This design comes from an exercise in tuning for small area, a short achievable clock period and few clock cycles on the open sky130 flow, not from production work. Only simulation tests tie the RTL to the original design; equivalence was not proved. Power figures rest on the tool's default switching activity, not on a simulated workload.

==> run Z: inputs <==
==> flow/design.v <==
module lzw_encoder (
    input  wire       clk,
    input  wire       rst,         
    input  wire       in_valid,
    output wire       in_ready,
    input  wire [7:0] in_data,
    input  wire       in_last,
    output wire       out_valid,
    input  wire       out_ready,
    output wire [8:0] out_code,
    output wire       out_last,
    output wire       out_err
);
    reg [8:0] dict_prefix [0:255];
    reg [7:0] dict_byte   [0:255];
    reg       v0;
    reg [7:0] c0;
    reg       l0;
    reg       first;       
    reg       drop;        
    reg [8:0] n;           
    reg [8:0] w;           
    reg [1:0]  qcnt;
    reg [10:0] q0, q1, q2;    
    wire full = n[8];
    wire room = ~qcnt[1];                  
    wire proc = v0 & room;                 
    assign in_ready  = ~v0 | room;
    assign out_valid = (qcnt != 2'd0);
    assign out_code  = q0[8:0];
    assign out_last  = q0[9];
    assign out_err   = q0[10];
    reg [255:0] m;
    reg         hit;
    reg [7:0]   idx;
    integer j, b;
    always @* begin
        for (j = 0; j < 256; j = j + 1)
            m[j] = (j < n) && !first && (dict_prefix[j] == w) && (dict_byte[j] == c0);
        hit = |m;
        for (b = 0; b < 8; b = b + 1) begin
            idx[b] = 1'b0;
            for (j = 0; j < 256; j = j + 1)
                if (j[b]) idx[b] = idx[b] | m[j];
        end
    end
    wire        miss   = ~first & ~hit;
    wire [8:0]  w_next = {hit, hit ? idx : c0};
    wire        va = ~drop & (l0 | miss);
    wire [10:0] da = {miss & full, miss ? full : l0, miss ? w : w_next};
    wire        vb = ~drop & miss & ~full & l0;
    wire [10:0] db = {1'b0, 1'b1, 1'b0, c0};
    wire        ea = proc & va;
    wire        eb = proc & vb;
    wire in_fire  = in_valid & in_ready;
    wire out_fire = out_valid & out_ready;
    always @(posedge clk) begin
        if (rst) begin
            v0    <= 1'b0;
            first <= 1'b1;
            drop  <= 1'b0;
            n     <= 9'd0;
            w     <= 9'd0;
        end else begin
            if (in_fire) begin
                v0 <= 1'b1;
                c0 <= in_data;
                l0 <= in_last;
            end else if (proc) begin
                v0 <= 1'b0;
            end
            if (proc) begin
                if (drop) begin
                    if (l0) begin
                        drop  <= 1'b0;
                        first <= 1'b1;
                        n     <= 9'd0;
                    end
                end else begin
                    w <= w_next;
                    if (l0) begin
                        first <= 1'b1;
                        n     <= 9'd0;
                    end else begin
                        first <= 1'b0;
                        if (miss) begin
                            if (full) drop <= 1'b1;
                            else      n <= n + 9'd1;
                        end
                    end
                end
            end
        end
    end
    always @(posedge clk) begin
        if (!full) begin
            dict_prefix[n[7:0]] <= w;
            dict_byte[n[7:0]]   <= c0;
        end
    end
    reg [1:0]  cnt1;
    reg [10:0] s0, s1, s2;
    always @* begin
        s0 = out_fire ? q1 : q0;
        s1 = out_fire ? q2 : q1;
        s2 = q2;
        cnt1 = qcnt - {1'b0, out_fire};
        if (ea) begin
            case (cnt1)
                2'd0: s0 = da;
                2'd1: s1 = da;
                default: s2 = da;
            endcase
        end
        if (eb) begin
            case (cnt1 + {1'b0, ea})
                2'd0: s0 = db;
                2'd1: s1 = db;
                default: s2 = db;
            endcase
        end
    end
    always @(posedge clk) begin
        if (rst) qcnt <= 2'd0;
        else     qcnt <= cnt1 + {1'b0, ea} + {1'b0, eb};
        q0 <= s0;
        q1 <= s1;
        q2 <= s2;
    end
endmodule
==> flow/run.sh <==
#!/bin/bash
# synth_recipe.tcl (not shown) runs the flow's synth.tcl, then flattens the netlist and writes it again
# the make line also repeats each setting of config.mk as NAME=value (left out here)
make -C /OpenROAD-flow-scripts/flow DESIGN_CONFIG=/design/flow/config.mk WORK_HOME=/design/flow/orfs CLKGATE_MAP_FILE= SYNTH_SCRIPT=/design/flow/synth_recipe.tcl finish
==> flow/config.mk <==
export PLATFORM = sky130hd
export DESIGN_NAME = lzw_encoder
export DESIGN_NICKNAME = lzw_encoder
export VERILOG_FILES = /design/flow/design.v
export SDC_FILE = /design/flow/constraint.sdc
export NUM_CORES = 4
export LEC_CHECK = 0
export CAP_MARGIN = 20
export CORE_MARGIN = 2
export CORE_UTILIZATION = 45
export SLEW_MARGIN = 20
==> flow/constraint.sdc <==
create_clock -name core_clock -period 8.0 [get_ports {clk}]
set_input_delay 1.6000 -clock core_clock [delete_from_list [all_inputs] [get_ports {clk}]]
set_output_delay 1.6000 -clock core_clock [all_outputs]
set_load 0.01 [all_outputs]
==> run H: changes against run Z <==
--- a/flow/design.v
+++ b/flow/design.v
@@ -31,28 +31,39 @@
     assign out_last  = q0[9];
     assign out_err   = q0[10];
+    reg [15:0]  hi_gt, hi_eq, lo_gt;
+    reg [255:0] valid;
     reg [255:0] m;
-    reg         hit;
+    reg [255:0] sel [0:7];
     reg [7:0]   idx;
-    integer j, b;
+    integer j, b, k;
     always @* begin
+        for (k = 0; k < 16; k = k + 1) begin
+            hi_gt[k] = full | (n[7:4] > k);
+            hi_eq[k] = (n[7:4] == k);
+            lo_gt[k] = (n[3:0] > k);
+        end
         for (j = 0; j < 256; j = j + 1)
-            m[j] = (j < n) && !first && (dict_prefix[j] == w) && (dict_byte[j] == c0);
-        hit = |m;
+            valid[j] = ~first & (hi_gt[j / 16] | (hi_eq[j / 16] & lo_gt[j % 16]));
+        for (j = 0; j < 256; j = j + 1)
+            m[j] = valid[j] & ({dict_prefix[j], dict_byte[j]} == {w, c0});
         for (b = 0; b < 8; b = b + 1) begin
-            idx[b] = 1'b0;
             for (j = 0; j < 256; j = j + 1)
-                if (j[b]) idx[b] = idx[b] | m[j];
+                sel[b][j] = j[b] & m[j];
+            idx[b] = |sel[b];
         end
     end
+    wire        hit    = |m;
     wire        miss   = ~first & ~hit;
-    wire [8:0]  w_next = {hit, hit ? idx : c0};
-    wire        va = ~drop & (l0 | miss);
-    wire [10:0] da = {miss & full, miss ? full : l0, miss ? w : w_next};
-    wire        vb = ~drop & miss & ~full & l0;
+    wire [8:0]  w_next = {hit, idx | (c0 & {8{~hit}})};
+    wire        act  = proc & ~drop;
+    wire [8:0]  codea = {hit | (miss & w[8]),
+                         idx | (c0 & {8{first}}) | (w[7:0] & {8{miss}})};
+    wire [10:0] da = {miss & full, miss ? full : l0, codea};
     wire [10:0] db = {1'b0, 1'b1, 1'b0, c0};
-    wire        ea = proc & va;
-    wire        eb = proc & vb;
     wire in_fire  = in_valid & in_ready;
     wire out_fire = out_valid & out_ready;
+    wire [1:0] cnt1   = qcnt - {1'b0, out_fire};
+    wire [1:0] cnt_m  = cnt1 + (act ? ((l0 & ~full) ? 2'd2 : 2'd1) : 2'd0);
+    wire [1:0] cnt_h  = cnt1 + {1'b0, act & l0};
     always @(posedge clk) begin
         if (rst) begin
@@ -62,5 +73,7 @@
             n     <= 9'd0;
             w     <= 9'd0;
+            qcnt  <= 2'd0;
         end else begin
+            qcnt <= miss ? cnt_m : cnt_h;
             if (in_fire) begin
                 v0 <= 1'b1;
@@ -99,5 +112,4 @@
         end
     end
-    reg [1:0]  cnt1;
     reg [10:0] s0, s1, s2;
     always @* begin
@@ -105,23 +117,12 @@
         s1 = out_fire ? q2 : q1;
         s2 = q2;
-        cnt1 = qcnt - {1'b0, out_fire};
-        if (ea) begin
-            case (cnt1)
-                2'd0: s0 = da;
-                2'd1: s1 = da;
-                default: s2 = da;
-            endcase
-        end
-        if (eb) begin
-            case (cnt1 + {1'b0, ea})
-                2'd0: s0 = db;
-                2'd1: s1 = db;
-                default: s2 = db;
-            endcase
-        end
+        case (cnt1)
+            2'd0: begin s0 = da; s1 = db; end
+            2'd1: begin s1 = da; s2 = db; end
+            2'd2: s2 = da;
+            default: ;
+        endcase
     end
     always @(posedge clk) begin
-        if (rst) qcnt <= 2'd0;
-        else     qcnt <= cnt1 + {1'b0, ea} + {1'b0, eb};
         q0 <= s0;
         q1 <= s1;
--- a/flow/config.mk
+++ b/flow/config.mk
@@ -8,4 +8,5 @@
 export CAP_MARGIN = 20
 export CORE_MARGIN = 2
-export CORE_UTILIZATION = 45
+export CORE_UTILIZATION = 60
+export SETUP_SLACK_MARGIN = 4.5
 export SLEW_MARGIN = 20
==> run F: changes against run Z <==
==> flow/design.v (replaced) <==
module lzw_encoder (
    input  wire       clk,
    input  wire       rst,         
    input  wire       in_valid,
    output wire       in_ready,
    input  wire [7:0] in_data,
    input  wire       in_last,
    output wire       out_valid,
    input  wire       out_ready,
    output wire [8:0] out_code,
    output wire       out_last,
    output wire       out_err
);
    reg [8:0] dict_prefix [0:255];
    reg [7:0] dict_byte   [0:255];
    reg       v0;
    reg [7:0] c0;
    reg       l0;
    reg       first;       
    reg       drop;        
    reg [8:0] n;           
    reg [8:0] w;           
    reg       e_act;       
    reg       e_miss;      
    reg       e_l0;        
    reg       e_full;      
    reg [8:0] e_w;         
    reg [2:0]  qcnt;
    reg [10:0] q [0:4];    
    wire full = n[8];
    wire       ea = e_act & (e_l0 | e_miss);
    wire       eb = e_act & e_miss & ~e_full & e_l0;
    wire [1:0] ecnt = {1'b0, ea} + {1'b0, eb};
    wire [10:0] da = {e_miss & e_full, e_miss ? e_full : e_l0, e_miss ? e_w : w};
    wire [10:0] db = {1'b0, 1'b1, w};
    wire room = ({1'b0, qcnt} + {2'b0, ecnt}) <= 4'd3;
    wire proc = v0 & room;
    wire act  = proc & ~drop;
    assign in_ready  = ~v0 | room;
    assign out_valid = (qcnt != 3'd0);
    assign out_code  = q[0][8:0];
    assign out_last  = q[0][9];
    assign out_err   = q[0][10];
    reg [15:0]  hi_gt, hi_eq, lo_gt;
    reg [255:0] valid;
    reg [255:0] m;
    reg [255:0] sel [0:7];
    reg [7:0]   idx;
    integer j, b, k;
    always @* begin
        for (k = 0; k < 16; k = k + 1) begin
            hi_gt[k] = full | (n[7:4] > k);
            hi_eq[k] = (n[7:4] == k);
            lo_gt[k] = (n[3:0] > k);
        end
        for (j = 0; j < 256; j = j + 1)
            valid[j] = ~first & (hi_gt[j / 16] | (hi_eq[j / 16] & lo_gt[j % 16]));
        for (j = 0; j < 256; j = j + 1)
            m[j] = valid[j] & ({dict_prefix[j], dict_byte[j]} == {w, c0});
        for (b = 0; b < 8; b = b + 1) begin
            for (j = 0; j < 256; j = j + 1)
                sel[b][j] = j[b] & m[j];
            idx[b] = |sel[b];
        end
    end
    wire       hit    = |m;
    wire       miss   = ~first & ~hit;
    wire [8:0] w_next = {hit, idx | (c0 & {8{~hit}})};
    wire in_fire  = in_valid & in_ready;
    wire out_fire = out_valid & out_ready;
    always @(posedge clk) begin
        if (rst) begin
            v0    <= 1'b0;
            first <= 1'b1;
            drop  <= 1'b0;
            n     <= 9'd0;
            e_act <= 1'b0;
        end else begin
            if (in_fire) begin
                v0 <= 1'b1;
                c0 <= in_data;
                l0 <= in_last;
            end else if (proc) begin
                v0 <= 1'b0;
            end
            e_act <= act;
            if (proc) begin
                if (drop) begin
                    if (l0) begin
                        drop  <= 1'b0;
                        first <= 1'b1;
                        n     <= 9'd0;
                    end
                end else begin
                    if (l0) begin
                        first <= 1'b1;
                        n     <= 9'd0;
                    end else begin
                        first <= 1'b0;
                        if (miss) begin
                            if (full) drop <= 1'b1;
                            else      n <= n + 9'd1;
                        end
                    end
                end
            end
        end
    end
    always @(posedge clk) begin
        if (act) begin
            w      <= w_next;
            e_w    <= w;
            e_miss <= miss;
            e_l0   <= l0;
            e_full <= full;
        end
    end
    always @(posedge clk) begin
        if (!full) begin
            dict_prefix[n[7:0]] <= w;
            dict_byte[n[7:0]]   <= c0;
        end
    end
    wire [2:0] cnt1 = qcnt - {2'b0, out_fire};
    integer p;
    always @(posedge clk) begin
        for (p = 0; p < 5; p = p + 1) begin
            if (p == cnt1)
                q[p] <= da;
            else if (p == cnt1 + 3'd1)
                q[p] <= db;
            else if (out_fire && p < 4)
                q[p] <= q[p + 1];
        end
        if (rst) qcnt <= 3'd0;
        else     qcnt <= cnt1 + {1'b0, ecnt};
    end
endmodule
--- a/flow/config.mk
+++ b/flow/config.mk
@@ -8,4 +8,5 @@
 export CAP_MARGIN = 20
 export CORE_MARGIN = 2
-export CORE_UTILIZATION = 45
+export CORE_UTILIZATION = 60
+export SETUP_SLACK_MARGIN = 4.5
 export SLEW_MARGIN = 20
==> comparison table <==
| metric | run Z | run H | run F |
|---|---|---|---|
| Number of global-route vias before repair | 104000 | 109100 | 109600 |
| Nature of the critical path endpoint | register | register | primary output |
| Total Routing Usage GR | 27.17% | 39.42% | 38.94% |
| DRC marker count from the first detailed-route iteration | 12110 | 15710 | 16910 |
| Starting Density | 45.16% | 60.24% | 60.22% |
| Multiplexer fraction of the synthesized cell area | 0.2722% | 0.1282% | 0.06286% |
| Count of clock-net buffers in the final layout | 538 | 570 | 544 |
| Worst hold slack across all endpoints | 501.1 ps | 552.8 ps | 537.1 ps |
| Number of flip-flops and latches | 4417 | 4417 | 4453 |
| Status | finished clean | finished clean | finished clean |
| Relative max-transition margin | 7.729% | 22.54% | 25.52% |
| Switching power total | 11.68 mW | 12.56 mW | 12.60 mW |
| Grt met2 use | 42.55% | 59.27% | 57.12% |
Testbench counts of run Z, summed over its fixed seeds: cycles 9,447.
Testbench counts of run H, summed over its fixed seeds: cycles 9,447.
Testbench counts of run F, summed over its fixed seeds: cycles 9,429.

## port drivers added, routing unchanged
In the flow no input, the clock included, has a driving cell. The finished layouts below were timed again as built, in two steps. Step 1, drivers: a clkbuf_16 drives clk and a buf_2 each remaining input, both assumed. Step 2 moves the port delays by t, midway between the first and last clock arrival at a register: inputs arrive t later, outputs are due t later. That takes back most of the time a late clock gives input paths. Three values: no drivers, after step 1, after step 2; two values: the first two.
run | t, ns | setup slack, ns | worst hold slack (ns) | pins driven straight from the clock port
run Z | 1.113 | 0.824 / 0.824 / 0.824 | 0.501 / 0.501 / 0.501 | 1
run H | 1.105 | 3.040 / 3.040 / 3.040 | 0.553 / 0.553 / 0.553 | 1
run F | 1.093 | 3.577 / 3.469 / 3.620 | 0.537 / 0.537 / 0.537 | 1
After both steps every run listed still meets setup and hold.
